This design comes from an exercise in tuning for small area and a short achievable clock period on the open sky130 flow, not from production work. In this exercise RTL edits were held to simulation tests only and were not proved equivalent to the original. Power is estimated from default activity; no workload was simulated.

## flow/design.v

```verilog
module fdc_pll (
    input  wire [10:0] counter,
    input  wire        ended_r,
    input  wire [4:0]  inc5,
    input  wire [2:0]  pcnt,
    input  wire [1:0]  fcls,
    input  wire        dir,
    input  wire [1:0]  hist,
    input  wire        lat_v,
    input  wire [2:0]  lat_c,
    output wire [10:0] cnext,      
    output wire        ended_n,    
    output wire [4:0]  inc5_n,     
    output wire [2:0]  pcnt_dec,   
    output wire [2:0]  cT,         
    output wire [2:0]  pcnt_T,     
    output wire [1:0]  fcls_T
);
    localparam [1:0] F_NONE = 2'd0, F_SAME = 2'd1, F_M1 = 2'd2;
    wire pnz  = pcnt != 3'd0;
    wire pgt1 = pcnt[2] | pcnt[1];
    wire fact = (fcls == F_SAME && pnz) || (fcls == F_M1 && pgt1);
    wire [4:0] inc_up = (inc5 == 5'd31) ? inc5 : inc5 + 5'd1;
    wire [4:0] inc_dn = (inc5 == 5'd6)  ? inc5 : inc5 - 5'd1;
    assign inc5_n   = fact ? (dir ? inc_dn : inc_up) : inc5;
    assign pcnt_dec = pnz ? pcnt - 3'd1 : 3'd0;
    wire [5:0] c_hi = counter[10:5];
    wire [5:0] r1   = {1'b0, counter[4:0]} + {1'b0, inc5};        
    wire [6:0] r2   = {2'b0, counter[4:0]} + {1'b0, inc5, 1'b0};  
    wire [5:0] l2   = {1'b0, counter[4:0]} + 6'd2;
    wire [10:0] s_fast = {c_hi + 6'd8 + {5'd0, l2[5]}, l2[4:0]};    
    wire [10:0] s_slow = {c_hi + 6'd1 + {5'd0, l2[5]}, l2[4:0]};    
    wire [10:0] s_inc  = {c_hi + 6'd4 + {5'd0, r1[5]}, r1[4:0]};    
    assign cnext = pnz ? (dir ? s_slow : s_fast) : s_inc;
    function ge_split(input [5:0] ch, input [6:0] r, input [10:0] t);
        begin
            ge_split = (ch > t[10:5]) ||
                       (ch == t[10:5]         && r >= {2'b00, t[4:0]}) ||
                       (ch == t[10:5] - 6'd1  && r >= {2'b00, t[4:0]} + 7'd32) ||
                       (ch == t[10:5] - 6'd2  && r >= {2'b00, t[4:0]} + 7'd64) ||
                       (ch == t[10:5] - 6'd3  && r >= {2'b00, t[4:0]} + 7'd96);
        end
    endfunction
    wire fup = (fcls == F_SAME) && !dir && inc5 != 5'd31;
    wire fdn = (fcls == F_SAME) &&  dir && inc5 != 5'd6;
    wire [6:0] r1x = {1'b0, r1};
    reg  end_pre;
    always @* begin
        if (pgt1)          end_pre = dir ? (counter >= 11'd1980) : (counter >= 11'd1532);
        else if (pcnt[0])  end_pre = dir ? (fdn ? ge_split(c_hi, r1x, 11'd1887) : ge_split(c_hi, r1x, 11'd1886))
                                         : (fup ? ge_split(c_hi, r1x, 11'd1661) : ge_split(c_hi, r1x, 11'd1662));
        else               end_pre = ge_split(c_hi, r2, 11'd1792);
    end
    assign ended_n = !ended_r && end_pre;
    assign cT = lat_v ? lat_c : counter[10:8];
    wire [1:0] qT = cT[2] ? cT[1:0] : ~cT[1:0];
    assign pcnt_T = {1'b0, qT} + 3'd1;
    assign fcls_T = ((hist == 2'd0 && !cT[2]) || (hist == 2'd3 && cT[2])) ? F_SAME :
                    (hist == 2'd1 || hist == 2'd2) ? F_M1 : F_NONE;
endmodule
module fdc_live (
    input  wire        bv,         
    input  wire [15:0] shift,
    input  wire [15:0] sync_r,
    input  wire [2:0]  bcnt,
    input  wire        st_sync,
    input  wire        ctl10,
    input  wire        st_wait,    
    output wire        m1,         
    output wire        m0,         
    output wire        c8,         
    output wire        spm1,       
    output wire        spm0,
    output wire        sps1,       
    output wire        sps0,
    output wire        due1,       
    output wire        due0,
    output wire [2:0]  bcnt_inc
);
    wire hi_eq = (shift[14:0] == sync_r[15:1]);
    assign m1   = hi_eq &  sync_r[0];
    assign m0   = hi_eq & ~sync_r[0];
    assign c8   = (bcnt == 3'd7);
    wire   ok   = c8 | !st_sync;
    assign spm1 = bv & m1 & ok;
    assign spm0 = bv & m0 & ok;
    assign sps1 = spm1 & ctl10 & st_wait;
    assign sps0 = spm0 & ctl10 & st_wait;
    assign due1 = bv & (c8 | (st_sync ? !m1 : m1));
    assign due0 = bv & (c8 | (st_sync ? !m0 : m0));
    assign bcnt_inc = bcnt + 3'd1;
endmodule
module fdc_dma (
    input  wire [15:0] len,
    input  wire [31:0] A,
    input  wire        F,
    input  wire [15:0] B,
    input  wire [1:0]  H,
    output wire [13:0] len_dec,    
    output wire        len_one,    
    output wire        len_nz,     
    output wire [31:0] L           
);
    localparam [1:0] H_NONE = 2'd0, H_HI = 2'd1, H_LO = 2'd2, H_ZERO = 2'd3;
    assign len_dec = len[13:0] - 14'd1;
    assign len_one = len[13:0] == 14'd1;
    assign len_nz  = len[13:0] != 14'd0;
    wire [31:0] Ainc = A + {30'd0, F, 1'b0};
    assign L = {H == H_HI ? B : H == H_ZERO ? 16'd0 : Ainc[31:16],
                H == H_LO ? B : H == H_ZERO ? 16'd0 : Ainc[15:0]};
endmodule
module fdc_read (
    input  wire        clk,
    input  wire        rst,
    input  wire        drive_active,
    input  wire        flux,
    input  wire        wr_en,
    input  wire [2:0]  wr_port,
    input  wire [15:0] wr_data,
    input  wire        rd_en,
    output wire [15:0] status,
    output reg         mem_we,
    output wire [31:0] mem_addr,
    output wire [15:0] mem_wdata,
    output reg         irq_sync,
    output reg         irq_done
);
    localparam [2:0] S_IDLE = 3'b000, S_WAIT = 3'b110, S_BYTE0 = 3'b100, S_BYTE1 = 3'b101;
    localparam [1:0] H_NONE = 2'd0, H_HI = 2'd1, H_LO = 2'd2, H_ZERO = 2'd3;
    reg running;
    reg run_st;     
    reg [10:0] counter;   
    reg        ended_r;   
    reg [4:0]  inc5;      
    reg [1:0]  hist;
    reg [2:0]  pcnt;
    reg [1:0]  fcls;
    reg        dir;
    reg        lat_v;     
    reg [2:0]  lat_c;     
    reg [15:0] shift;
    reg [2:0]  bcnt;      
    reg        st_sync, st_ready;
    reg [7:0]  st_data;
    reg [15:0] len;       
    reg [15:0] pend;      
    reg        pz;
    reg [15:0] sync_r;
    reg        ctl10;
    reg        dmaen;     
    reg [2:0]  state;
    reg [7:0]  hi;        
    reg [31:0] A;         
    reg        F;
    reg [15:0] B;
    reg [1:0]  H;
    wire start = drive_active && !running;
    wire [10:0] cnext;
    wire        ended_n;
    wire [4:0]  inc5_n;
    wire [2:0]  pcnt_dec, cT, pcnt_T;
    wire [1:0]  fcls_T;
    fdc_pll u_pll (
        .counter(counter), .ended_r(ended_r), .inc5(inc5), .pcnt(pcnt), .fcls(fcls),
        .dir(dir), .hist(hist), .lat_v(lat_v), .lat_c(lat_c),
        .cnext(cnext), .ended_n(ended_n), .inc5_n(inc5_n), .pcnt_dec(pcnt_dec),
        .cT(cT), .pcnt_T(pcnt_T), .fcls_T(fcls_T)
    );
    wire v = lat_v | flux;           
    wire bv = running & ended_r;     
    wire m1, m0, c8, spm1, spm0, sps1, sps0, due1, due0;
    wire [2:0] bcnt_inc;
    fdc_live u_live (
        .bv(bv), .shift(shift), .sync_r(sync_r), .bcnt(bcnt), .st_sync(st_sync),
        .ctl10(ctl10), .st_wait(state[1]),
        .m1(m1), .m0(m0), .c8(c8), .spm1(spm1), .spm0(spm0), .sps1(sps1), .sps0(sps0),
        .due1(due1), .due0(due0), .bcnt_inc(bcnt_inc)
    );
    wire match    = v ? m1 : m0;
    wire sp_match = v ? spm1 : spm0;
    wire sps      = v ? sps1 : sps0;     
    wire due      = v ? due1 : due0;     
    wire bv8      = bv & c8;             
    wire spb      = bv8 & !sps;
    wire [7:0] byte_v = {shift[6:0], v};
    wire [13:0] len_dec;
    wire        len_one, len_nz;
    wire [31:0] L;
    fdc_dma u_dma (
        .len(len), .A(A), .F(F), .B(B), .H(H),
        .len_dec(len_dec), .len_one(len_one), .len_nz(len_nz), .L(L)
    );
    wire st_b0 = state == S_BYTE0;
    wire wd    = bv8 & state[0];         
    wire xfer  = wd & len_one;
    wire [2:0] state_s = sps ? S_BYTE0 :
                         (bv8 & st_b0) ? S_BYTE1 :
                         wd ? (len_one ? S_IDLE : S_BYTE0) : state;
    wire [15:0] len_s  = wd ? {len[15:14], len_dec} : len;
    wire lens_nz = wd ? !len_one : len_nz;
    wire wr_len  = wr_en && wr_port == 3'd0;
    wire wr_sync = wr_en && wr_port == 3'd1;
    wire wr_ctl  = wr_en && wr_port == 3'd2;
    wire wr_den  = wr_en && wr_port == 3'd3;
    wire wr_ph   = wr_en && wr_port == 3'd5;
    wire wr_pl   = wr_en && wr_port == 3'd6;
    wire port_ok = wr_en && wr_port != 3'd4 && wr_port != 3'd7;
    wire len_eq  = !pz && wr_data == pend;
    wire len_acc = wr_len && (!wr_data[15] || len_eq);
    wire [15:0] len_w = len_acc ? wr_data : len_s;
    wire ctl_w   = wr_ctl ? wr_data[10] : ctl10;
    wire den_w   = wr_den ? (wr_data[9] & wr_data[4]) : dmaen;
    wire en_s    = len[15] && dmaen && lens_nz;
    reg  enabled;
    always @* begin
        case (wr_port)
            3'd0:    enabled = wr_data[15] && (len_eq ? (dmaen && wr_data[13:0] != 14'd0) : en_s);
            3'd3:    enabled = len[15] && wr_data[9] && wr_data[4] && lens_nz;
            default: enabled = en_s;
        endcase
    end
    wire [2:0] state_w = !port_ok ? state_s :
                         !enabled ? S_IDLE :
                         state_s[2] ? state_s : (ctl_w ? S_WAIT : S_BYTE0);
    always @(posedge clk) begin
        running <= drive_active;
        run_st  <= drive_active && !rst;
        B <= wr_data;
        A <= L;         
        if (wr_len) pend <= wr_data;      
        if (bv8 && st_b0) hi <= byte_v;   
        if (rst) begin
            counter <= 11'd0; ended_r <= 1'b0; inc5 <= 5'd18; hist <= 2'd0;
            pcnt <= 3'd0; lat_v <= 1'b0;
            shift <= 16'd0; bcnt <= 3'd0; st_sync <= 1'b0; st_ready <= 1'b0; st_data <= 8'd0;
            len <= 16'd0; pz <= 1'b1; sync_r <= 16'd0; ctl10 <= 1'b0; dmaen <= 1'b0;
            state <= S_IDLE;
            F <= 1'b0; H <= H_ZERO;
            mem_we <= 1'b0; irq_sync <= 1'b0; irq_done <= 1'b0;
        end else begin
            if (start) begin
                counter <= 11'd0; ended_r <= 1'b0; inc5 <= 5'd18; hist <= 2'd0;
                pcnt <= 3'd0; lat_v <= 1'b0;
            end else if (running) begin
                counter <= cnext;
                ended_r <= ended_n;
                inc5    <= inc5_n;
                if (ended_r) begin
                    lat_v <= 1'b0;
                    if (v) begin
                        pcnt <= pcnt_T; fcls <= fcls_T; dir <= cT[2];
                        hist <= {cT[2], hist[1]};
                    end else begin
                        pcnt <= 3'd0;
                    end
                end else begin
                    lat_v <= v;
                    lat_c <= cT;
                    pcnt  <= pcnt_dec;
                end
            end
            if (start) begin
                shift <= 16'd0; bcnt <= 3'd0;
            end else if (bv) begin
                shift <= {shift[14:0], v};
                bcnt  <= (sps || c8) ? 3'd0 : bcnt_inc;
            end
            if (due)
                st_sync <= match;
            if (spb) begin
                st_data  <= byte_v;
                st_ready <= 1'b1;
            end else if (rd_en && running)
                st_ready <= 1'b0;
            len   <= len_w;
            if (wr_len) pz <= 1'b0;
            if (wr_sync) sync_r <= wr_data;
            ctl10 <= ctl_w;
            dmaen <= den_w;
            state <= state_w;
            F <= wd;
            H <= wr_ph ? H_HI : wr_pl ? H_LO : H_NONE;
            mem_we   <= wd;
            irq_sync <= sp_match;
            irq_done <= xfer;
        end
    end
    assign mem_addr  = A;
    assign mem_wdata = {hi, st_data};
    assign status = run_st ? {st_ready, state[2], 1'b0, st_sync, 4'd0, st_data} : 16'd0;
endmodule
```

## flow/standard.sh

```bash
#!/bin/bash
# synth_recipe.tcl (not shown) runs the flow's synth.tcl, then flattens the netlist and writes it again
# the make line also repeats each setting of config.mk as NAME=value (left out here)
make -C /OpenROAD-flow-scripts/flow DESIGN_CONFIG=/design/flow/config.mk WORK_HOME=/design/flow/orfs CLKGATE_MAP_FILE= SYNTH_SCRIPT=/design/flow/synth_recipe.tcl "${@:-finish}"
```

## flow/constraint.sdc

```tcl
create_clock -name core_clock -period 7.0 [get_ports {clk}]
set_input_delay 1.4000 -clock core_clock [delete_from_list [all_inputs] [get_ports {clk}]]
set_output_delay 1.4000 -clock core_clock [all_outputs]
set_load 0.01 [all_outputs]
```

## flow/config.mk

```make
export PLATFORM = sky130hd
export DESIGN_NAME = fdc_read
export DESIGN_NICKNAME = fdc_read
export VERILOG_FILES = /design/flow/design.v
export SDC_FILE = /design/flow/constraint.sdc
export NUM_CORES = 4
export LEC_CHECK = 0
export CAP_MARGIN = 20
export CORE_MARGIN = 2
export CORE_UTILIZATION = 60
export SETUP_SLACK_MARGIN = 4.4
export SLEW_MARGIN = 20
export SYNTH_HIERARCHICAL = 1
```

## flow/flow/run.sh

```bash
#!/bin/bash
# Standard ORFS layout (the standard.sh) with two changes:
#  - port buffers are sky130_fd_sc_hd__buf_2 instead of the resizer's default
#    choice (a delay cell);
#  - clock tree synthesis without dummy loads.
set -euo pipefail
export BUFFER_PORTS_ARGS="-buffer_cell sky130_fd_sc_hd__buf_2"
export CTS_ARGS="-sink_clustering_enable -repair_clock_nets -buf_list sky130_fd_sc_hd__clkbuf_8 -dont_use_dummy_load"
bash standard.sh finish > standard_flow.log 2>&1
```

==> results of run 1 <==
[power by group]
part / leakage (nW) / switching, mW / total (mW) / internal [mW]
registers: 1.45 / 0.0532 / 1.10 / 1.05
logic: 2.40 / 0.141 / 0.242 / 0.101
clock network: 0.122 / 0.306 / 0.521 / 0.215
total: 3.98 / 0.501 / 1.86 / 1.36
[per-stage QoR]
| step | power, mW | instance area, sq um |
|---|---|---|
| final | 1.86 | 10000 |
| after global placement | 1.35 | 9430 |
| after detailed placement | 1.35 | 9430 |
| after global routing | 1.95 | 10000 |
| after floorplan | 1.28 | 9000 |
| after CTS | 1.87 | 9810 |
[placed cells by master (no fill, tap or decap), drive strengths merged, types with 9 or more instances in the layout]
master  count
a21oi      66
a311oi     18
a31oi      18
and2       16
buf       110
clkbuf     17
dfxtp     143
edfxtp     30
ha         30
inv        31
mux2i      32
nand2     166
nand2b      9
nand3      28
nand4      21
nor2       72
nor3       29
nor4       12
o21ai      31
o31ai      15
or4        19
xnor2      38
xor2       32
[cell type report]
| class | instances | area (sq um) | share of cell area |
|---|---|---|---|
| clock buffer | 17 | 234 | 0.0233 |
| inverter | 35 | 140 | 0.0140 |
| multi-input combinational | 751 | 5010 | 0.499 |
| sequential | 173 | 3800 | 0.378 |
| tap | 184 | 230 | 0.0229 |
| timing repair buffer | 110 | 626 | 0.0623 |
[critical path: cells and delay by family]
| family | cells | cell delay [ns] |
|---|---|---|
| buf+inv | 1 | 0.11 |
| compound gates | 4 | 0.86 |
| simple gates | 1 | 0.52 |
[repair_timing]
item | CTS | global route
buffers inserted | 5 | 15
pin swaps | 2 | 12
endpoints found under the setup margin | 59 | 63
resized for setup | 30 | 32
endpoints found under the hold margin | 0 | 0
[worst paths after layout]
path	start	end	slack, ns	cells past startpoint
max reg2reg	inc5[3]	counter[9]	4.55	11
max	wr_data[3]	state[2]	4.40	6
min	st_ready	st_ready	0.45	2
min reg2reg	st_ready	st_ready	0.45	2
[layer usage]
metal | GRT usage | vias up | share of wire
met2 | 0.415 | 176 | 0.45
met3 | 0.0416 | 23 | 0.039
met4 | 0.0679 | 0 | 0.012
li1 | - | 3741 | -
met5 | 0 | - | 0
met1 | 0.398 | 3587 | 0.49
[registers in the layout (all words and copies together), names as in the netlist, 8 cells and up]
signal,flops
A,32
B,16
counter,11
hi,8
len,15
pend,16
shift,15
st_data,8
sync_r,16
==> qor.csv, run 1 <==
metric,value,unit
setup_ws,4.40,ns
die_h,126,microns
final.min_clock_period,2.60,ns
grt_pass1_vias,6769,
num_vias,7527,
timing.fmax,385,MHz
utilization,0.691,
routed_via_density,5.93,
cts-root-buf,clkbuf_8,
die_w,126,microns
place_congestion,0.862,
synth_area,8940,sq um
grt_overflow,0,
tritoncts.num_buffers,17,
drive_gt1_frac,0.183,
dp_hpwl,14.7,mm
grt_max_degree,57,
ir_drop,0.124,mV
finalCritPeriodShare,0.372,
status,no timing/DRC/antenna violations,
slew_headroom,0.444,
cts.sink_count,173,
cts_hold_buf,0,
placed_cells,1233,
final_cells,1270,
h-tree-depth,4,
port_buffers,86,
antenna_found_initial,0,
critPathLaunchType,primary input,
routed_wl,21.4,mm
grt_util_all_layers,0.269,
ant_nets,0,
fillers,1266,
initialDrtViolationCount,563,
diodes,0,
drcViolationCount,0,
crit_path_cell_trace,"buf_6, or4_4, o41a_1, a32o_2, a31oi_4, a211oi_2",
clock_latency,0.45,ns
initial_core_util,0.615,
fin_skew,0.0298,ns
fin_hold_ws,0.452,ns
drv_cap,0,
io_pins,92,
hp-class,reg2reg,
cp_max_fo,6,
critical_path_class,in2reg,
rows,44,
cts_tree,yes,
setup_viol,0,
rsz0062_at_grt,true,
nets,1145,
power.leakage,3.98,nW
syn_inst,1009,
first_pass_iters,5,
wire_per_inst,16.8,microns
cp_slowest_stage_delay,0.52,ns
grt_pass1_wl,34.9,mm
cellPowerDensity,186,nW/um^2
die_area,15900,sq um
tns,0,ns
cp-end-kind,flip-flop,
core_area,14500,sq um
cp.arrival,2.90,ns
clk_pin_slew,0.08,ns
worst_slew_pin_slew,0.833,ns
timing.final.hold_violations,0,
syn_to_final_growth,12.3,%
dp_slack,3.65,ns
yosys_warnings,8,
worstPathRequired,7.30,ns
cp_slowest_cell,or4_4,
syn_area_per_cell,8.86,sq um
clk_path_buf_depth,2,
slew_violations,0,
==> run 2, diff against run 1 <==
==> flow/flow/run.sh (replaced) <==
#!/bin/bash
# Standard ORFS layout (the standard.sh) with these changes:
#  - port buffers are sky130_fd_sc_hd__buf_2 instead of the resizer's default
#    choice (a delay cell);
#  - clock tree synthesis without dummy loads;
#  - the slow multi-input OR cells are not used (synthesis maps to NOR/NAND
#    forms instead); they are added to the platform's own don't-use list.
set -euo pipefail
export BUFFER_PORTS_ARGS="-buffer_cell sky130_fd_sc_hd__buf_2"
export CTS_ARGS="-sink_clustering_enable -repair_clock_nets -buf_list sky130_fd_sc_hd__clkbuf_8 -dont_use_dummy_load -sink_clustering_size 30 -sink_clustering_max_diameter 100"
platform="sky130_fd_sc_hd__lpflow_bleeder_1 sky130_fd_sc_hd__lpflow_clkbufkapwr_1 sky130_fd_sc_hd__lpflow_clkbufkapwr_16 sky130_fd_sc_hd__lpflow_clkbufkapwr_2 sky130_fd_sc_hd__lpflow_clkbufkapwr_4 sky130_fd_sc_hd__lpflow_clkbufkapwr_8 sky130_fd_sc_hd__lpflow_clkinvkapwr_1 sky130_fd_sc_hd__lpflow_clkinvkapwr_16 sky130_fd_sc_hd__lpflow_clkinvkapwr_2 sky130_fd_sc_hd__lpflow_clkinvkapwr_4 sky130_fd_sc_hd__lpflow_clkinvkapwr_8 sky130_fd_sc_hd__lpflow_decapkapwr_12 sky130_fd_sc_hd__lpflow_decapkapwr_3 sky130_fd_sc_hd__lpflow_decapkapwr_4 sky130_fd_sc_hd__lpflow_decapkapwr_6 sky130_fd_sc_hd__lpflow_decapkapwr_8 sky130_fd_sc_hd__lpflow_inputiso0n_1 sky130_fd_sc_hd__lpflow_inputiso0p_1 sky130_fd_sc_hd__lpflow_inputiso1n_1 sky130_fd_sc_hd__lpflow_inputiso1p_1 sky130_fd_sc_hd__lpflow_inputisolatch_1 sky130_fd_sc_hd__lpflow_isobufsrc_1 sky130_fd_sc_hd__lpflow_isobufsrc_16 sky130_fd_sc_hd__lpflow_isobufsrc_2 sky130_fd_sc_hd__lpflow_isobufsrc_4 sky130_fd_sc_hd__lpflow_isobufsrc_8 sky130_fd_sc_hd__lpflow_isobufsrckapwr_16 sky130_fd_sc_hd__lpflow_lsbuf_lh_hl_isowell_tap_1 sky130_fd_sc_hd__lpflow_lsbuf_lh_hl_isowell_tap_2 sky130_fd_sc_hd__lpflow_lsbuf_lh_hl_isowell_tap_4 sky130_fd_sc_hd__lpflow_lsbuf_lh_isowell_4 sky130_fd_sc_hd__lpflow_lsbuf_lh_isowell_tap_1 sky130_fd_sc_hd__lpflow_lsbuf_lh_isowell_tap_2 sky130_fd_sc_hd__lpflow_lsbuf_lh_isowell_tap_4 sky130_fd_sc_hd__probe_p_8 sky130_fd_sc_hd__probec_p_8 "
slow=""
for c in or3_1 or3_2 or3_4 or3b_1 or3b_2 or3b_4 or4_1 or4_2 or4_4 or4b_1 or4b_2 or4b_4 or4bb_1 or4bb_2 or4bb_4; do
  slow="$slow sky130_fd_sc_hd__$c"
done
bash standard.sh "DONT_USE_CELLS=$platform$slow" finish > standard_flow.log 2>&1
--- a/flow/config.mk
+++ b/flow/config.mk
@@ -10,4 +10,3 @@
 export CORE_UTILIZATION = 60
 export SETUP_SLACK_MARGIN = 4.4
 export SLEW_MARGIN = 20
-export SYNTH_HIERARCHICAL = 1
==> qor.csv, run 2 <==
metric,value,unit
final.min_clock_period,2.59,ns
power.leakage,3.62,nW
regToRegEndpoint,state[0],
synth_area,8400,sq um
dp_hpwl,14.5,mm
h-tree-depth,4,
critical_path_class,reg2out,
syn_area_per_cell,9.07,sq um
rows,43,
syn_to_final_growth,10.4,%
antenna_found_initial,0,
ant_nets,0,
final_cell_mix,"136 x dfxtp_1, 119 x nand2_1, 84 x buf_2",
clock_latency,0.46,ns
finalPower,1.80,mW
drv_cap,0,
hold_start,pz,
setup_ws,4.41,ns
timing.final.hold_violations,0,
slew_headroom,0.477,
die_w,122,microns
die_area,15000,sq um
placed_cells,1147,
ys_ff_latch,173,
cp.arrival,1.19,ns
yosys_warnings,2,
cellPowerDensity,194,nW/um^2
synth_top_cell_area_share,0.338,
fin_area,9270,sq um
initial_core_util,0.610,
cts-root-buf,clkbuf_8,
fin_skew,0.0252,ns
drcViolationCount,0,
synth_edf_count,31,
worstPathRequired,5.60,ns
final_cells,1172,
synth_most_common_cell,dfxtp_1,
diodes,0,
synth_largest_area_cell,dfxtp_1,
cts.sink_count,173,
whs_endpoint,pz,
drive_gt1_frac,0.150,
first_pass_iters,7,
yosysUniqueCellTypes,63,
hp-class,reg2reg,
routed_via_density,5.84,
startpoint,run_st,
clk_path_buf_depth,2,
place_area,8870,sq um
grt_pass1_vias,6456,
async_flop_share,0,
timing.rr.start,running,
dp_slack,3.71,ns
grt_overflow,0,
r2r_slack,4.50,ns
critPathLaunchType,flip-flop,
slew_violations,0,
clk_pin_slew,0.08,ns
place_congestion,0.903,
core_area,13800,sq um
finalCritPeriodShare,0.370,
regMostFlops,A,
synthTopCellsByArea,"dfxtp_1 34%, edfxtp_1 11%, xnor2_1 5.4%",
tns,0,ns
port_buffers,86,
grt_max_degree,52,
die_h,122,microns
cts_hold_buf,0,
routed_wl,20.6,mm
largest_reg_flops,32,
num_vias,6840,
cts_tree,yes,
min_path_cells,2,
fin_hold_ws,0.459,ns
grt_pass1_wl,31.9,mm
reg2regPathDepth,5,
yosysSeqAreaShare,0.449,
nets,1052,
rsz0062_at_grt,true,
final_common_cell,dfxtp_1,
setup_viol,0,
ys.flop_type,dfxtp_1,
utilization,0.673,
tritoncts.num_buffers,17,
ir_drop,0.109,mV
worst_slew_pin_slew,0.783,ns
cp-end-kind,primary output,
status,no timing/DRC/antenna violations,
wire_per_inst,17.6,microns
initialDrtViolationCount,385,
synthTopCellsByCount,"142 x dfxtp_1, 119 x nand2_1, 80 x nor2_1",
syn_inst,926,
cp_max_fo,11,
grt_util_all_layers,0.275,
io_pins,92,
timing.fmax,387,MHz
[run 2: how the worst max path moves through the flow]
stage	end	cells past startpoint	slack, ns
6_report	status[14]	2	4.41
5_1_grt	counter[10]	10	4.34
4_1_cts	status[12]	2	4.39
3_5_place_dp	len[1]	7	3.71
3_3_place_gp	len[1]	7	3.78
2_1_floorplan	len[10]	8	4.34
[run 2: cells by family after synthesis]
group                    synth area share
other                            0.000446
buffers and inverters              0.0429
AO/OA/AOI/OAI                       0.126
multiplexers                       0.0265
adder cells (fa/ha/maj)            0.0518
XOR/XNOR                           0.0938
AND/OR/NAND/NOR                     0.209
flip-flops                          0.449
[run 2: metal layers]
| metal | global-route usage | routed length [microns] | up-vias |
|---|---|---|---|
| li1 | - | - | 3341 |
| met1 | 0.332 | 8610 | 3249 |
| met2 | 0.463 | 10200 | 201 |
| met3 | 0.0530 | 945 | 49 |
| met4 | 0.147 | 902 | 0 |
| met5 | 0 | 0 | - |
[run 2: worst max-delay path: stages, from the launching register on]
cell     delay (ns)
dfxtp_4        0.43
and2_1         0.18
buf_2          0.14
[run 2: repair_timing]
action                                  4_1_cts  5_1_grt
endpoints found under the setup margin       66       37
gates resized for setup                       7       22
setup buffers                                 0        4
cloned                                        0        3
pin swaps                                     0        4
[run 2: cell type report]
type	count	area [sq um]
inverters	30	113
repair buffers	96	518
fillers	1191	4500
clock buffers	17	234
flip-flops and latches	173	3780
well taps	180	225
multi-input cells	676	4400
[run 2: where the power goes]
group	internal, mW	switching [mW]
registers	1.05	0.0427
logic	0.0754	0.110
clock network	0.215	0.309
total	1.34	0.462
==> run 3, diff against run 2 <==
--- a/flow/flow/run.sh
+++ b/flow/flow/run.sh
@@ -7,7 +7,7 @@
 #    forms instead); they are added to the platform's own don't-use list.
 set -euo pipefail
 export BUFFER_PORTS_ARGS="-buffer_cell sky130_fd_sc_hd__buf_2"
-export CTS_ARGS="-sink_clustering_enable -repair_clock_nets -buf_list sky130_fd_sc_hd__clkbuf_8 -dont_use_dummy_load -sink_clustering_size 30 -sink_clustering_max_diameter 100"
+export CTS_ARGS="-sink_clustering_enable -repair_clock_nets -buf_list sky130_fd_sc_hd__clkbuf_8 -dont_use_dummy_load"
 platform="sky130_fd_sc_hd__lpflow_bleeder_1 sky130_fd_sc_hd__lpflow_clkbufkapwr_1 sky130_fd_sc_hd__lpflow_clkbufkapwr_16 sky130_fd_sc_hd__lpflow_clkbufkapwr_2 sky130_fd_sc_hd__lpflow_clkbufkapwr_4 sky130_fd_sc_hd__lpflow_clkbufkapwr_8 sky130_fd_sc_hd__lpflow_clkinvkapwr_1 sky130_fd_sc_hd__lpflow_clkinvkapwr_16 sky130_fd_sc_hd__lpflow_clkinvkapwr_2 sky130_fd_sc_hd__lpflow_clkinvkapwr_4 sky130_fd_sc_hd__lpflow_clkinvkapwr_8 sky130_fd_sc_hd__lpflow_decapkapwr_12 sky130_fd_sc_hd__lpflow_decapkapwr_3 sky130_fd_sc_hd__lpflow_decapkapwr_4 sky130_fd_sc_hd__lpflow_decapkapwr_6 sky130_fd_sc_hd__lpflow_decapkapwr_8 sky130_fd_sc_hd__lpflow_inputiso0n_1 sky130_fd_sc_hd__lpflow_inputiso0p_1 sky130_fd_sc_hd__lpflow_inputiso1n_1 sky130_fd_sc_hd__lpflow_inputiso1p_1 sky130_fd_sc_hd__lpflow_inputisolatch_1 sky130_fd_sc_hd__lpflow_isobufsrc_1 sky130_fd_sc_hd__lpflow_isobufsrc_16 sky130_fd_sc_hd__lpflow_isobufsrc_2 sky130_fd_sc_hd__lpflow_isobufsrc_4 sky130_fd_sc_hd__lpflow_isobufsrc_8 sky130_fd_sc_hd__lpflow_isobufsrckapwr_16 sky130_fd_sc_hd__lpflow_lsbuf_lh_hl_isowell_tap_1 sky130_fd_sc_hd__lpflow_lsbuf_lh_hl_isowell_tap_2 sky130_fd_sc_hd__lpflow_lsbuf_lh_hl_isowell_tap_4 sky130_fd_sc_hd__lpflow_lsbuf_lh_isowell_4 sky130_fd_sc_hd__lpflow_lsbuf_lh_isowell_tap_1 sky130_fd_sc_hd__lpflow_lsbuf_lh_isowell_tap_2 sky130_fd_sc_hd__lpflow_lsbuf_lh_isowell_tap_4 sky130_fd_sc_hd__probe_p_8 sky130_fd_sc_hd__probec_p_8 "
 slow=""
 for c in or3_1 or3_2 or3_4 or3b_1 or3b_2 or3b_4 or4_1 or4_2 or4_4 or4b_1 or4b_2 or4b_4 or4bb_1 or4bb_2 or4bb_4; do
--- a/flow/config.mk
+++ b/flow/config.mk
@@ -8,5 +8,5 @@
 export CAP_MARGIN = 20
 export CORE_MARGIN = 2
 export CORE_UTILIZATION = 60
-export SETUP_SLACK_MARGIN = 4.4
+export SETUP_SLACK_MARGIN = 4.55
 export SLEW_MARGIN = 20
==> qor.csv, run 3 <==
metric,value,unit
worstPathRequired,5.60,ns
setup_viol,0,
yosys.area_share.simple,0.209,
rows,43,
switching_share,0.257,
h-tree-depth,4,
cp_max_fo,5,
syn_area_per_cell,9.07,sq um
synth_mux_area_frac,0.0265,
port_buffers,86,
timing.fmax,383,MHz
status,no timing/DRC/antenna violations,
synth-compound-area-share,0.126,
p_switching,0.468,mW
finalCritPeriodShare,0.373,
core_area,13800,sq um
antenna_found_initial,0,
num_vias,6853,
async_flop_share,0,
die_h,122,microns
tns,0,ns
worst_slew_pin_slew,0.757,ns
diodes,0,
syn_inst,926,
cp-end-kind,primary output,
slew_violations,0,
p_int,1.35,mW
first_pass_iters,5,
fin_skew,0.0323,ns
yosysUniqueCellTypes,63,
wire_per_inst,17.9,microns
ant_nets,0,
cts-root-buf,clkbuf_8,
routed_via_density,5.82,
regMostFlops,A,
slew_headroom,0.494,
die_area,15000,sq um
grt_overflow,0,
hold_start,B[9],
clkPwrFrac,0.288,
place_congestion,0.869,
critical_path_class,reg2out,
die_w,122,microns
grt_util_all_layers,0.283,
initial_core_util,0.610,
synth_edf_count,31,
grt_pass1_vias,6550,
largest_reg_flops,32,
drive_gt1_frac,0.210,
drcViolationCount,0,
min_path_cells,2,
crit_end,status[2],
power.leakage,3.76,nW
dp_hpwl,14.3,mm
initialDrtViolationCount,476,
cts_tree,yes,
synth_largest_area_cell,dfxtp_1,
cellPowerDensity,187,nW/um^2
synth_most_common_cell,dfxtp_1,
clock_latency,0.46,ns
cts.sink_count,173,
drv_cap,0,
utilization,0.705,
reg2regPathDepth,10,
grt_max_degree,52,
nets,1057,
ys_ff_latch,173,
cts_hold_buf,0,
synth_top_cell_area_share,0.338,
synthAdderAreaFrac,0.0518,
synth_top_family_by_area,simple AND/OR/NAND/NOR gates,
clk_path_buf_depth,2,
final_common_cell,nand2_1,
pwr-share-comb,0.114,
cp.arrival,1.21,ns
critPathLaunchType,flip-flop,
regToRegEndpoint,ended_r,
final.min_clock_period,2.61,ns
finalPower,1.82,mW
r2r_slack,4.65,ns
io_pins,92,
startpoint,run_st,
yosysSeqAreaShare,0.449,
synth_area,8400,sq um
timing.final.hold_violations,0,
rsz0062_at_grt,true,
final_cell_mix,"119 x nand2_1, 117 x dfxtp_1, 74 x nor2_1",
yosys_warnings,2,
timing.rr.start,inc5[0],
hp-class,reg2reg,
tritoncts.num_buffers,17,
routed_wl,21.1,mm
synth-xor-area-share,0.0938,
clk_pin_slew,0.09,ns
synthTopCellsByArea,"dfxtp_1 34%, edfxtp_1 11%, xnor2_1 5.4%",
ir_drop,0.120,mV
synthTopCellsByCount,"142 x dfxtp_1, 119 x nand2_1, 80 x nor2_1",
ys.flop_type,dfxtp_1,
grt_pass1_wl,32.8,mm
seqPwrFrac,0.599,
syn_to_final_growth,15.7,%
## run 3: cell counts after synthesis
No cell type changed its count.
## run 3: metrics by stage
stage               instance area [sq um]  hold slack (ns)  setup slack, ns  instances
detailed placement                   8870            0.456             3.46       1146
CTS                                  9460            0.468             4.37       1173
global placement                     8870            0.435             3.52       1146
finish                               9720            0.464             4.39       1177
floorplan                            8460            0.423             4.34        930
global route                         9720            0.469             4.36       1177
## run 3: cells by family (layout without fill, tap and decap cells)
family	Yosys count	in the layout
flops	173	173
simple gates	352	352
buf+inv	83	148
xor+xnor	90	90
compound gates	172	174
other cells	1	5
fa+ha+maj	33	33
mux	22	22
## run 3: final cells by class
cell class              instances  area, sq um
inverters                      30          116
flip-flops and latches        173         3810
clock buffers                  17          234
multi-input cells             676         4610
repair buffers                101          719
well taps                     180          225
fillers                      1088         4060
## run 3: power groups by stage
stage | registers [mW] | logic [mW] | clock network, mW
after floorplan | 1.10 | 0.122 | 0
after global placement | 1.11 | 0.177 | 0
after detailed placement | 1.11 | 0.181 | 0
after CTS | 1.09 | 0.195 | 0.531
after global routing | 1.09 | 0.227 | 0.567
final | 1.09 | 0.207 | 0.523
## run 3: repair_timing
action                                  CTS  global route
buffers inserted                          7             4
gates resized for setup                  76            61
endpoints found under the setup margin   91            82
cloned                                    3             0
pin swaps                                20            18
## run 3: critical path, cell delays in order, from the launching register on
cell     delay [ns]
dfxtp_4        0.37
buf_6          0.14
and2_4         0.14
buf_6          0.11
## run 3: worst min-delay path by stage
stage	end	slack, ns
floorplan	pz	0.42
global placement	pz	0.43
detailed placement	pz	0.46
CTS	pz	0.47
global route	A[25]	0.47
finish	A[25]	0.46
## run 3: routing by layer
layer	wire (microns)	track usage
met1	9040	0.345
met2	10600	0.506
met3	960	0.0474
met4	493	0.0927
met5	0	0
==> run 4, diff against run 3 <==
--- a/flow/config.mk
+++ b/flow/config.mk
@@ -8,5 +8,5 @@
 export CAP_MARGIN = 20
 export CORE_MARGIN = 2
 export CORE_UTILIZATION = 60
-export SETUP_SLACK_MARGIN = 4.55
+export SETUP_SLACK_MARGIN = 4.3
 export SLEW_MARGIN = 20
==> qor.csv, run 4 <==
metric,value,unit
status,no timing/DRC/antenna violations,
placed_cells,1146,
antenna_found_initial,0,
synth_area,8400,sq um
routed_via_density,5.79,
clk_pin_slew,0.08,ns
final_cell_mix,"136 x dfxtp_1, 119 x nand2_1, 85 x buf_2",
yosysSeqAreaShare,0.449,
critical_path_class,in2reg,
timing.final.hold_violations,0,
largest_reg_flops,32,
p_int,1.33,mW
worst_slew_pin_slew,0.876,ns
cellPowerDensity,195,nW/um^2
ant_nets,0,
critPathTopFamily,simple AND/OR/NAND/NOR gates,
synth_largest_area_cell,dfxtp_1,
initialDrtViolationCount,483,
tritoncts.num_buffers,17,
final.min_clock_period,2.59,ns
num_vias,6746,
cts_tree,yes,
grt_pass1_vias,5977,
fillers,1154,
timing.fmax,386,MHz
ys.flop_type,dfxtp_1,
initial_core_util,0.610,
grt_pass1_wl,30.1,mm
h-tree-depth,4,
clock_latency,0.45,ns
port_buffers,86,
async_flop_share,0,
core_area,13800,sq um
drcViolationCount,0,
die_h,122,microns
synthTopCellsByArea,"dfxtp_1 34%, edfxtp_1 11%, xnor2_1 5.4%",
grt_overflow,0,
p_switching,0.448,mW
grt_max_degree,52,
ir_drop,0.134,mV
wire_per_inst,16.6,microns
dp_hpwl,14.1,mm
routed_wl,19.3,mm
regMostFlops,A,
syn_to_final_growth,8.94,%
rows,43,
drive_gt1_frac,0.139,
clk_path_buf_depth,2,
seqPwrFrac,0.610,
cts-root-buf,clkbuf_8,
clkPwrFrac,0.289,
crit_path_cell_trace,"buf_2, xnor2_1, nand3_1, nor3_2, nand3_2, a21oi_1, o21ai_0, nor4b_2",
fin_skew,0.0224,ns
cp.arrival,2.90,ns
final_cells,1166,
yosysUniqueCellTypes,63,
nets,1046,
cp_max_fo,7,
slew_headroom,0.413,
cp-end-kind,flip-flop,
syn_inst,926,
pwr-share-comb,0.101,
setup_viol,0,
io_pins,92,
fin_hold_ws,0.455,ns
finalPower,1.78,mW
cts.sink_count,173,
finalCritPeriodShare,0.370,
cp_slowest_stage_delay,0.23,ns
tns,0,ns
synth_edf_count,31,
synth_most_common_cell,dfxtp_1,
synth_top_cell_area_share,0.338,
worstPathRequired,7.31,ns
first_pass_iters,5,
synthTopCellsByCount,"142 x dfxtp_1, 119 x nand2_1, 80 x nor2_1",
final_common_cell,dfxtp_1,
drv_cap,0,
hp-class,reg2reg,
diodes,0,
power.leakage,3.57,nW
die_area,15000,sq um
yosys_warnings,2,
cp_slowest_cell,nor3_2,
switching_share,0.251,
place_congestion,0.828,
grt_util_all_layers,0.258,
cts_hold_buf,0,
slew_violations,0,
rsz0062_at_grt,false,
die_w,122,microns
syn_area_per_cell,9.07,sq um
critPathLaunchType,primary input,
ys_ff_latch,173,
path_buf_inv,1,
run 4: kinds of logic after synthesis:
family                   Yosys count  synth area share
flip-flops                       173             0.449
multiplexers                      22            0.0265
XOR/XNOR                          90            0.0938
buffers and inverters             83            0.0429
AND/OR/NAND/NOR                  352             0.209
other                              1          0.000446
adder cells (fa/ha/maj)           33            0.0518
AO/OA/AOI/OAI                    172             0.126
run 4: repair_timing:
action | in CTS | in global routing
resized for setup | 6 | 7
endpoints found under the setup margin | 25 | 20
cloned | 0 | 0
setup buffers | 0 | 3
run 4: power groups by stage:
| stage | Sequential [mW] | Combinational (mW) | Clock, mW |
|---|---|---|---|
| 6_report | 1.09 | 0.180 | 0.516 |
| 5_1_grt | 1.09 | 0.199 | 0.563 |
| 4_1_cts | 1.09 | 0.179 | 0.528 |
| 3_5_place_dp | 1.11 | 0.177 | 0 |
| 3_3_place_gp | 1.11 | 0.173 | 0 |
| 2_1_floorplan | 1.10 | 0.121 | 0 |
run 4: path summary, 6_finish.rpt:
| check | from | endpoint | slack [ns] | depth (start not counted) |
|---|---|---|---|---|
| hold / removal | pz | pz | 0.46 | 2 |
| hold reg to reg | pz | pz | 0.46 | 2 |
| setup reg to reg | inc5[2] | counter[10] | 4.57 | 10 |
| setup / recovery | wr_data[9] | state[0] | 4.41 | 8 |
run 4: layout make-up:
| cell class | count | area [sq um] | share of cell area |
|---|---|---|---|
| multi-input cells | 674 | 4320 | 0.472 |
| flip-flops and latches | 173 | 3780 | 0.413 |
| repair buffers | 92 | 478 | 0.0522 |
| clock buffers | 17 | 234 | 0.0256 |
| well taps | 180 | 225 | 0.0246 |
| inverters | 30 | 113 | 0.0123 |
run 4: worst register-to-register path, stage by stage (launching register included):
cell,delay [ns]
dfxtp_1,0.46
ha_1,0.26
a211o_1,0.14
o211ai_1,0.13
a21oi_1,0.29
ha_1,0.23
a211oi_1,0.08
a311o_1,0.37
nor2_1,0.15
xnor2_1,0.13
nor2_1,0.05
run 4: layer usage:
metal,vias to the layer above,share of wire,global-route usage
li1,3341,-,-
met1,3174,0.48,0.382
met2,208,0.44,0.384
met3,23,0.064,0.0446
met4,0,0.015,0.0833
met5,-,0,0
run 4: stage by stage:
| step | instance area (sq um) | util | worst slack [ns] |
|---|---|---|---|
| 3_3_place_gp | 8850 | 0.643 | 3.50 |
| 5_1_grt | 9150 | 0.664 | 4.30 |
| 3_5_place_dp | 8860 | 0.643 | 3.64 |
| 4_1_cts | 9110 | 0.662 | 4.36 |
| 6_report | 9150 | 0.664 | 4.41 |
| 2_1_floorplan | 8430 | - | 4.32 |
==> run 5, diff against run 4 <==
--- a/flow/config.mk
+++ b/flow/config.mk
@@ -7,6 +7,6 @@
 export LEC_CHECK = 0
 export CAP_MARGIN = 20
 export CORE_MARGIN = 2
-export CORE_UTILIZATION = 60
-export SETUP_SLACK_MARGIN = 4.3
+export CORE_UTILIZATION = 80
+export SETUP_SLACK_MARGIN = 4.4
 export SLEW_MARGIN = 20
==> qor.csv, run 5 <==
metric,value,unit
dp_hpwl,14.5,mm
synth_top_cell_area_share,0.338,
clock_latency,0.46,ns
fin_area,9250,sq um
worstPathRequired,5.60,ns
tns,0,ns
finalCritPeriodShare,0.379,
final_cells,1129,
fin_skew,0.0270,ns
hold_start,B[9],
core_area,10300,sq um
die_area,11300,sq um
grt_pass1_wl,33.5,mm
cts_hold_buf,0,
cp-end-kind,primary output,
routed_wl,22.4,mm
rows,37,
seqPwrFrac,0.602,
syn_area_per_cell,9.07,sq um
final_cell_mix,"135 x dfxtp_1, 119 x nand2_1, 82 x buf_2",
grt_max_degree,52,
cts.sink_count,173,
io_pins,92,
grt_overflow,0,
p_switching,0.473,mW
ant_nets,0,
switching_share,0.261,
drv_cap,0,
timing.fmax,376,MHz
synthTopCellsByCount,"142 x dfxtp_1, 119 x nand2_1, 80 x nor2_1",
utilization,0.900,
num_vias,7497,
drcViolationCount,0,
critPathLaunchType,flip-flop,
initial_core_util,0.817,
hp-class,reg2reg,
drive_gt1_frac,0.155,
grt_pass1_vias,7009,
placed_cells,1102,
final.min_clock_period,2.66,ns
die_w,106,microns
diodes,0,
h-tree-depth,4,
nets,1053,
startpoint,run_st,
finalPower,1.81,mW
slew_violations,0,
routed_via_density,6.64,
fin_hold_ws,0.458,ns
ys_ff_latch,173,
clkPwrFrac,0.291,
synthTopCellsByArea,"dfxtp_1 34%, edfxtp_1 11%, xnor2_1 5.4%",
yosysUniqueCellTypes,63,
async_flop_share,0,
cp.arrival,1.26,ns
dp_slack,3.56,ns
fillers,475,
place_congestion,0.931,
yosys_warnings,2,
final_common_cell,dfxtp_1,
first_pass_iters,8,
yosysSeqAreaShare,0.449,
synth_area,8400,sq um
tritoncts.num_buffers,17,
port_buffers,86,
cts_tree,yes,
cts-root-buf,clkbuf_8,
slew_headroom,0.477,
synth_largest_area_cell,dfxtp_1,
clk_pin_slew,0.10,ns
ir_drop,0.167,mV
p_int,1.34,mW
initialDrtViolationCount,892,
wire_per_inst,19.8,microns
status,no timing/DRC/antenna violations,
r2r_slack,4.50,ns
largest_reg_flops,32,
cp_max_fo,11,
grt_util_all_layers,0.375,
timing.rr.start,running,
setup_viol,0,
power.leakage,3.64,nW
clk_path_buf_depth,2,
regMostFlops,A,
timing.final.hold_violations,0,
setup_ws,4.34,ns
worst_slew_pin_slew,0.782,ns
syn_to_final_growth,10.1,%
syn_inst,926,
ys.flop_type,dfxtp_1,
synth_edf_count,31,
place_area,8810,sq um
die_h,106,microns
cellPowerDensity,196,nW/um^2
pwr-share-comb,0.107,
antenna_found_initial,0,
rsz0062_at_grt,true,
critical_path_class,reg2out,
synth_most_common_cell,dfxtp_1,
## run 5: cell count changes in the layout (fill, tap and decap cells not counted), moves of 2 or more
cell	before	now
nor3_4	0	2
buf_4	7	12
a21o_4	1	3
clkbuf_4	0	2
a21oi_2	0	2
a21oi_1	56	54
buf_2	85	82
## run 5: layout make-up
type	instances	area, sq um	share of cell area
clock buffers	17	234	0.0253
inverters	30	113	0.0122
multi-input cells	677	4430	0.479
flip-flops and latches	173	3780	0.409
well taps	136	170	0.0184
repair buffers	96	515	0.0558
## run 5: per-layer routing
metal	vias up	part of all wire	track usage	wire length, microns
li1	3347	-	-	-
met1	3489	0.37	0.457	8190
met2	531	0.49	0.642	10900
met3	130	0.089	0.0632	1990
met4	0	0.058	0.193	1300
met5	-	0	0	0
## run 5: cell families after synthesis
| family | Yosys count | synth area share |
|---|---|---|
| other | 1 | 0.000446 |
| AND/OR/NAND/NOR | 352 | 0.209 |
| AO/OA/AOI/OAI | 172 | 0.126 |
| buffers and inverters | 83 | 0.0429 |
| flip-flops | 173 | 0.449 |
| multiplexers | 22 | 0.0265 |
| adder cells (fa/ha/maj) | 33 | 0.0518 |
| XOR/XNOR | 90 | 0.0938 |
## run 5: power groups by stage
stage	logic, mW	registers (mW)	clock network, mW
floorplan	0.121	1.10	0
global placement	0.172	1.11	0
detailed placement	0.180	1.11	0
CTS	0.183	1.09	0.515
global route	0.211	1.09	0.557
finish	0.194	1.09	0.527
## run 5: worst paths after layout
path / endpoint / cells past startpoint
worst max-delay path: status[14] / 2
worst min-delay path: A[25] / 2
worst max register to register: st_ready / 9
worst min register to register: A[25] / 2
## run 5: what timing repair did
action / in CTS / in global routing
cloned: 1 / 3
buffers inserted: 0 / 6
pin swaps: 1 / 4
gates resized for setup: 10 / 27
endpoints found under the hold margin: 0 / 0
setup endpoints to repair: 77 / 37
## run 5: worst max-delay path, cell delays in order, from the launching register on
cell and delay, ns:
dfxtp_4 0.43, and2_1 0.21, buf_2 0.15
==> run 6, diff against run 5 <==
--- a/flow/config.mk
+++ b/flow/config.mk
@@ -7,6 +7,6 @@
 export LEC_CHECK = 0
 export CAP_MARGIN = 20
 export CORE_MARGIN = 2
-export CORE_UTILIZATION = 80
+export CORE_UTILIZATION = 75
 export SETUP_SLACK_MARGIN = 4.4
 export SLEW_MARGIN = 20
==> qor.csv, run 6 <==
metric,value,unit
initial_core_util,0.772,
wire_per_inst,18.3,microns
ant_nets,0,
tritoncts.num_buffers,17,
cts_hold_buf,0,
diodes,0,
ys.flop_type,dfxtp_1,
syn_area_per_cell,9.07,sq um
drcViolationCount,0,
rows,38,
nets,1050,
tns,0,ns
r2r_slack,4.50,ns
synthTopCellsByCount,"142 x dfxtp_1, 119 x nand2_1, 80 x nor2_1",
met3_usage,0.0747,
hp-class,reg2reg,
seq_area,3780,sq um
synth-compound-area-share,0.126,
status,no timing/DRC/antenna violations,
utilization,0.848,
synthAdderAreaFrac,0.0518,
finalCritPeriodShare,0.376,
setup_viol,0,
multi_input_area,4420,sq um
port_buffers,86,
initialDrtViolationCount,728,
grt_pass1_wl,31.6,mm
antenna_found_initial,0,
synthTopCellsByArea,"dfxtp_1 34%, edfxtp_1 11%, xnor2_1 5.4%",
h-tree-depth,4,
yosysUniqueCellTypes,63,
synth_most_common_cell,dfxtp_1,
final_cell_mix,"135 x dfxtp_1, 119 x nand2_1, 83 x buf_2",
slew_headroom,0.526,
die_area,12100,sq um
clk_path_buf_depth,2,
rsz0062_at_grt,true,
dp_hpwl,13.9,mm
synth_largest_area_cell,dfxtp_1,
slew_violations,0,
critPathLaunchType,primary input,
synth_top_cell_area_share,0.338,
die_w,110,microns
crit_path_cell_trace,"clkbuf_4, xnor2_2, nand3_1, nor3_2, nand3_2, a21oi_1, o21ai_2, nor4b_2",
grtUsageMet2,0.568,
routed_via_density,6.33,
synth_area,8400,sq um
cellPowerDensity,195,nW/um^2
synth_top_family_by_area,simple AND/OR/NAND/NOR gates,
cts.sink_count,173,
grtUsageMet1,0.424,
syn_inst,926,
cp.arrival,2.95,ns
cts_tree,yes,
grt_util_all_layers,0.339,
final_cells,1130,
grt_overflow,0,
cts-root-buf,clkbuf_8,
reg2regPathDepth,7,
routed_wl,20.6,mm
synth_edf_count,31,
ys_ff_latch,173,
yosys_warnings,2,
first_pass_iters,7,
power.leakage,3.62,nW
grt-busiest-layer,met2,
yosysSeqAreaShare,0.449,
worstPathRequired,7.31,ns
clk_pin_slew,0.07,ns
min_path_cells,2,
cp-end-kind,flip-flop,
final_common_cell,dfxtp_1,
ir_drop,0.203,mV
timing.fmax,379,MHz
worst_slew_pin_slew,0.709,ns
critical_path_class,in2reg,
async_flop_share,0,
worst-path-stages,8,
yosys.area_share.simple,0.209,
grt_pass1_vias,6579,
regMostFlops,A,
core_area,10900,sq um
cp_slowest_cell,a21oi_1,
io_pins,92,
cp_slowest_stage_delay,0.27,ns
final.min_clock_period,2.64,ns
cp_max_fo,9,
grt_max_degree,52,
path_buf_inv,1,
synth_mux_area_frac,0.0265,
fillers,650,
placed_cells,1106,
drive_gt1_frac,0.153,
fin_skew,0.0216,ns
place_congestion,0.959,
drv_cap,0,
timing.final.hold_violations,0,
syn_to_final_growth,9.89,%
critPathTopFamily,simple AND/OR/NAND/NOR gates,
num_vias,7152,
synth-xor-area-share,0.0938,
largest_reg_flops,32,
die_h,110,microns
clock_latency,0.47,ns
-- run 6: cell counts after synthesis --
Identical to the previous run, type by type.
-- run 6: through the flow --
stage / hold WS (ns) / power (mW) / setup WS [ns] / cell area [sq um]
2_1_floorplan: 0.423 / 1.22 / 4.34 / 8450
3_3_place_gp: 0.434 / 1.28 / 3.54 / 8810
3_5_place_dp: 0.462 / 1.29 / 3.48 / 8810
4_1_cts: 0.472 / 1.79 / 4.39 / 9090
5_1_grt: 0.486 / 1.86 / 4.26 / 9230
6_report: 0.469 / 1.80 / 4.36 / 9230
-- run 6: routing by layer --
layer  share of wire  vias up
li1                -     3344
met1            0.41     3389
met2            0.48      355
met3           0.081       64
met4           0.035        0
met5               0        -
-- run 6: logic make-up (layout without fill, tap and decap cells) --
kind of cell	after synthesis	after routing
AOI/OAI and AO/OA	172	174
and+or+nand+nor	352	352
muxes	22	22
DFF	173	173
adders and majority gates	33	33
xor gates and xnor gates	90	90
other	1	5
buffers and inverters	83	141
-- run 6: path summary, 6_finish.rpt --
| check | start | to |
|---|---|---|
| setup reg to reg | running | len[11] |
| hold / removal | pz | pz |
| hold reg to reg | pz | pz |
| setup / recovery | wr_data[15] | state[0] |
-- run 6: what timing repair did --
action	CTS	global route
resized for setup	9	22
pin swaps	1	4
endpoints found under the hold margin	0	0
gates cloned	1	2
endpoints found under the setup margin	73	25
setup buffers	0	4
-- run 6: where the power goes --
group / switching (mW) / internal, mW / leakage (nW)
Sequential: 0.0421 / 1.05 / 1.45
Combinational: 0.114 / 0.0752 / 2.05
Clock: 0.309 / 0.214 / 0.122
-- run 6: area by class of cell --
cell class	instances	share of cell area
sequential	173	0.410
timing repair buffer	94	0.0548
tap	140	0.0190
inverter	30	0.0122
clock buffer	17	0.0253
multi-input combinational	676	0.479
-- run 6: tightest hold or removal path, cell delays in order, from the launching register on --
cell and delay (ns):
dfxtp_1 0.32, nand2_1 0.06, nand2_1 0.05
==> run 7, diff against run 6 <==
--- a/flow/config.mk
+++ b/flow/config.mk
@@ -7,6 +7,6 @@
 export LEC_CHECK = 0
 export CAP_MARGIN = 20
 export CORE_MARGIN = 2
-export CORE_UTILIZATION = 75
+export CORE_UTILIZATION = 65
 export SETUP_SLACK_MARGIN = 4.4
 export SLEW_MARGIN = 20
==> qor.csv, run 7 <==
metric,value,unit
status,no timing/DRC/antenna violations,
hp-class,reg2reg,
largest_reg_flops,32,
clkPwrFrac,0.288,
critical_path_class,reg2out,
tns,0,ns
placed_cells,1139,
clk_path_buf_depth,2,
grt_overflow,0,
regToRegEndpoint,ended_r,
drive_gt1_frac,0.145,
ant_nets,0,
slew_violations,0,
dp_hpwl,13.9,mm
syn_to_final_growth,9.44,%
grt_max_degree,52,
synth_top_cell_area_share,0.338,
num_vias,6830,
cellPowerDensity,194,nW/um^2
syn_area_per_cell,9.07,sq um
synth_edf_count,31,
ys_ff_latch,173,
rows,41,
hold_start,shift[7],
h-tree-depth,4,
rsz0062_at_grt,true,
die_h,118,microns
power.leakage,3.60,nW
yosysSeqAreaShare,0.449,
min_path_cells,2,
reg2regPathDepth,9,
drcViolationCount,0,
grt_pass1_wl,32.5,mm
r2r_slack,4.55,ns
regMostFlops,A,
clk_pin_slew,0.09,ns
core_area,12600,sq um
cts-root-buf,clkbuf_8,
synthTopCellsByCount,"142 x dfxtp_1, 119 x nand2_1, 80 x nor2_1",
syn_inst,926,
grt_pass1_vias,6532,
whs_endpoint,shift[8],
drv_cap,0,
grt_util_all_layers,0.290,
final_common_cell,dfxtp_1,
p_switching,0.448,mW
critPathLaunchType,flip-flop,
first_pass_iters,6,
routed_via_density,5.88,
finalCritPeriodShare,0.371,
io_pins,92,
slew_headroom,0.425,
place_congestion,0.852,
worst_slew_pin_slew,0.858,ns
yosys_warnings,2,
async_flop_share,0,
synth_most_common_cell,dfxtp_1,
fin_hold_ws,0.450,ns
setup_viol,0,
ys.flop_type,dfxtp_1,
worstPathRequired,5.60,ns
antenna_found_initial,0,
final_cells,1161,
routed_wl,19.5,mm
seqPwrFrac,0.610,
wire_per_inst,16.8,microns
cts.sink_count,173,
final.min_clock_period,2.60,ns
tritoncts.num_buffers,17,
synth_area,8400,sq um
p_int,1.33,mW
synth_largest_area_cell,dfxtp_1,
diodes,0,
port_buffers,86,
cp-end-kind,primary output,
nets,1049,
timing.rr.start,counter[1],
timing.final.hold_violations,0,
timing.fmax,385,MHz
die_w,118,microns
initialDrtViolationCount,474,
fin_skew,0.0274,ns
final_cell_mix,"137 x dfxtp_1, 119 x nand2_1, 83 x buf_2",
die_area,13800,sq um
cts_tree,yes,
yosysUniqueCellTypes,63,
switching_share,0.251,
cp.arrival,1.20,ns
cts_hold_buf,0,
synthTopCellsByArea,"dfxtp_1 34%, edfxtp_1 11%, xnor2_1 5.4%",
pwr-share-comb,0.102,
clock_latency,0.46,ns
cp_max_fo,11,
initial_core_util,0.666,
ir_drop,0.177,mV
run 7: cell counts after synthesis:
No cell type changed its count.
run 7: what timing repair did:
action / in CTS / in global routing
cloned: 1 / 0
setup buffers: 0 / 4
pin swaps: 1 / 1
endpoints found under the setup margin: 66 / 23
resized for setup: 9 / 10
run 7: how the worst max path moves through the flow:
stage | from | end | slack (ns) | depth (start not counted)
after global routing | run_st | status[12] | 4.35 | 2
after detailed placement | rst | ended_r | 3.48 | 4
final | run_st | status[12] | 4.40 | 2
after global placement | rst | ended_r | 3.53 | 4
after CTS | run_st | status[12] | 4.39 | 2
after floorplan | wr_data[6] | len[10] | 4.34 | 8
run 7: power groups by stage:
| stage | clock (mW) | combinational [mW] | sequential (mW) |
|---|---|---|---|
| finish | 0.514 | 0.182 | 1.09 |
| global route | 0.561 | 0.202 | 1.09 |
| CTS | 0.520 | 0.180 | 1.09 |
| detailed placement | 0 | 0.178 | 1.11 |
| global placement | 0 | 0.174 | 1.11 |
| floorplan | 0 | 0.121 | 1.10 |
run 7: critical path, cell delays in order (launching register included):
cell and delay, ns:
dfxtp_4 0.42, and2_1 0.18, buf_2 0.14
run 7: kinds of logic (layout without fill, tap and decap cells):
logic type / Yosys count / count (layout) / synth area share
compound gates: 172 / 173 / 0.126
xor+xnor: 90 / 90 / 0.0938
fa+ha+maj: 33 / 33 / 0.0518
buf+inv: 83 / 141 / 0.0429
flops: 173 / 173 / 0.449
mux: 22 / 22 / 0.0265
other cells: 1 / 5 / 0.000446
simple gates: 352 / 352 / 0.209
run 7: per-stage QoR:
| stage | setup slack [ns] | util | cell area [sq um] | power (mW) |
|---|---|---|---|---|
| after CTS | 4.39 | 0.724 | 9130 | 1.79 |
| after detailed placement | 3.48 | 0.702 | 8860 | 1.29 |
| after global placement | 3.53 | 0.702 | 8860 | 1.28 |
| after floorplan | 4.34 | - | 8450 | 1.22 |
| final | 4.40 | 0.729 | 9190 | 1.78 |
| after global routing | 4.35 | 0.729 | 9190 | 1.86 |
run 7: area by class of cell:
type,instances,area (sq um)
fillers,1002,3430
flip-flops and latches,173,3780
clock buffers,17,234
well taps,172,215
multi-input cells,675,4350
inverters,30,113
repair buffers,94,498
run 7: per-layer routing:
layer	global-route usage	wire, microns	vias to the layer above
met2	0.496	9680	199
li1	-	-	3335
met4	0.112	474	0
met1	0.367	8460	3258
met3	0.0475	872	38
met5	0	0	-
==> run 8, diff against run 7 <==
--- a/flow/config.mk
+++ b/flow/config.mk
@@ -7,6 +7,6 @@
 export LEC_CHECK = 0
 export CAP_MARGIN = 20
 export CORE_MARGIN = 2
-export CORE_UTILIZATION = 65
+export CORE_UTILIZATION = 60
 export SETUP_SLACK_MARGIN = 4.4
 export SLEW_MARGIN = 20
==> qor.csv, run 8 <==
metric,value,unit
worst_slew_pin_slew,0.783,ns
num_vias,6840,
ys_ff_latch,173,
fin_hold_ws,0.459,ns
syn_to_final_growth,10.4,%
yosys_warnings,2,
synth_edf_count,31,
ir_drop,0.109,mV
startpoint,run_st,
r2r_slack,4.50,ns
yosysUniqueCellTypes,63,
grt_overflow,0,
dp_hpwl,14.5,mm
grt_util_all_layers,0.275,
drive_gt1_frac,0.150,
initialDrtViolationCount,385,
synth_area,8400,sq um
critPathLaunchType,flip-flop,
synthTopCellsByArea,"dfxtp_1 34%, edfxtp_1 11%, xnor2_1 5.4%",
initial_core_util,0.610,
clk_pin_slew,0.08,ns
largest_reg_flops,32,
synthTopCellsByCount,"142 x dfxtp_1, 119 x nand2_1, 80 x nor2_1",
nets,1052,
core_area,13800,sq um
slew_violations,0,
final_common_cell,dfxtp_1,
syn_area_per_cell,9.07,sq um
tns,0,ns
wire_per_inst,17.6,microns
async_flop_share,0,
setup_viol,0,
cts_hold_buf,0,
first_pass_iters,7,
final_cell_mix,"136 x dfxtp_1, 119 x nand2_1, 84 x buf_2",
status,no timing/DRC/antenna violations,
grt_pass1_vias,6456,
cp_max_fo,11,
routed_wl,20.6,mm
drv_cap,0,
die_h,122,microns
ant_nets,0,
timing.final.hold_violations,0,
power.leakage,3.62,nW
antenna_found_initial,0,
cellPowerDensity,194,nW/um^2
die_w,122,microns
setup_ws,4.41,ns
die_area,15000,sq um
clk_path_buf_depth,2,
tritoncts.num_buffers,17,
diodes,0,
synth_largest_area_cell,dfxtp_1,
drcViolationCount,0,
cp-end-kind,primary output,
cp.arrival,1.19,ns
grt_pass1_wl,31.9,mm
timing.rr.start,running,
rsz0062_at_grt,true,
critical_path_class,reg2out,
finalCritPeriodShare,0.370,
cts_tree,yes,
grt_max_degree,52,
h-tree-depth,4,
dp_slack,3.71,ns
final.min_clock_period,2.59,ns
port_buffers,86,
slew_headroom,0.477,
routed_via_density,5.84,
yosysSeqAreaShare,0.449,
io_pins,92,
synth_top_cell_area_share,0.338,
timing.fmax,387,MHz
hp-class,reg2reg,
final_cells,1172,
syn_inst,926,
cts.sink_count,173,
placed_cells,1147,
ys.flop_type,dfxtp_1,
rows,43,
regMostFlops,A,
clock_latency,0.46,ns
cts-root-buf,clkbuf_8,
fin_skew,0.0252,ns
worstPathRequired,5.60,ns
hold_start,pz,
place_congestion,0.903,
synth_most_common_cell,dfxtp_1,
[run 8: through the flow]
step           cell area [sq um]   util  power (mW)
3_5_place_dp                8870  0.644        1.29
5_1_grt                     9270  0.673        1.87
6_report                    9270  0.673        1.80
2_1_floorplan               8450      -        1.22
3_3_place_gp                8870  0.644        1.28
4_1_cts                     9130  0.663        1.80
[run 8: cell families (layout without fill, tap and decap cells)]
kind of cell | count (synthesis) | in the layout | synth area share
compound gates | 172 | 174 | 0.126
simple gates | 352 | 352 | 0.209
buf+inv | 83 | 143 | 0.0429
flops | 173 | 173 | 0.449
fa+ha+maj | 33 | 33 | 0.0518
mux | 22 | 22 | 0.0265
xor+xnor | 90 | 90 | 0.0938
other cells | 1 | 5 | 0.000446
[run 8: path summary, 6_finish.rpt]
kind         cells past startpoint         end
min reg2reg                      2          pz
max                              2  status[14]
min                              2          pz
max reg2reg                      5    state[0]
[run 8: per-layer routing]
layer	vias up	wire [microns]	global-route usage
li1	3341	-	-
met1	3249	8610	0.332
met2	201	10200	0.463
met3	49	945	0.0530
met4	0	902	0.147
met5	-	0	0
[run 8: repair_timing]
| item | CTS | global route |
|---|---|---|
| setup endpoints to repair | 66 | 37 |
| setup buffers | 0 | 4 |
| resized for setup | 7 | 22 |
| cloned | 0 | 3 |
| pin swaps | 0 | 4 |
[run 8: where the power goes]
part	switching [mW]	total (mW)	internal (mW)
clock	0.309	0.524	0.215
combinational	0.110	0.186	0.0754
sequential	0.0427	1.09	1.05
[run 8: critical path: stages (launching register included)]
cell and delay, ns:
dfxtp_4 0.43, and2_1 0.18, buf_2 0.14
[run 8: area by class of cell]
cell class                 instances  area, sq um
fill                            1191         4500
clock buffer                      17          234
inverter                          30          113
tap                              180          225
multi-input combinational        676         4400
timing repair buffer              96          518
sequential                       173         3780

==> port drivers added, routing unchanged <==
No port has a modelled driver above. Below, the same layouts with a new extraction and two added sets of constraints.
Step 1: set_driving_cell puts a clkbuf_16 on clk and a buf_2 on each other input, an assumption about the parent block.
Step 2 also shifts input and output timing later by t, the mid clock arrival at the registers, as if the neighbouring blocks saw the same clock.
Slacks: ideal / step 1 / step 2; pairs: ideal / step 1.
| run | shift t [ns] | setup slack, ns | worst setup path at the end | clock arrival spread, ns | pins driven straight from the clock port |
|---|---|---|---|---|---|
| run 1 | 0.476 | 4.399 / 4.404 / 3.928 | input to register | 0.030 / 0.030 | 1 |
| run 2 | 0.483 | 4.413 / 4.374 / 3.976 | input to register | 0.028 / 0.028 | 1 |
| run 3 | 0.486 | 4.392 / 4.353 / 4.025 | input to register | 0.032 / 0.032 | 1 |
| run 4 | 0.476 | 4.411 / 4.414 / 3.954 | input to register | 0.023 / 0.023 | 1 |
| run 5 | 0.487 | 4.344 / 4.307 / 3.927 | input to register | 0.029 / 0.029 | 1 |
| run 6 | 0.496 | 4.365 / 4.374 / 3.877 | input to register | 0.022 / 0.023 | 1 |
| run 7 | 0.482 | 4.403 / 4.368 / 3.946 | input to register | 0.032 / 0.031 | 1 |
| run 8 | 0.483 | 4.413 / 4.374 / 3.976 | input to register | 0.028 / 0.028 | 1 |
After both steps every run listed still meets setup and hold. For run 6, which loses most, drivers alone change the setup slack by +0.009 ns; drivers and shift together by -0.488 ns.
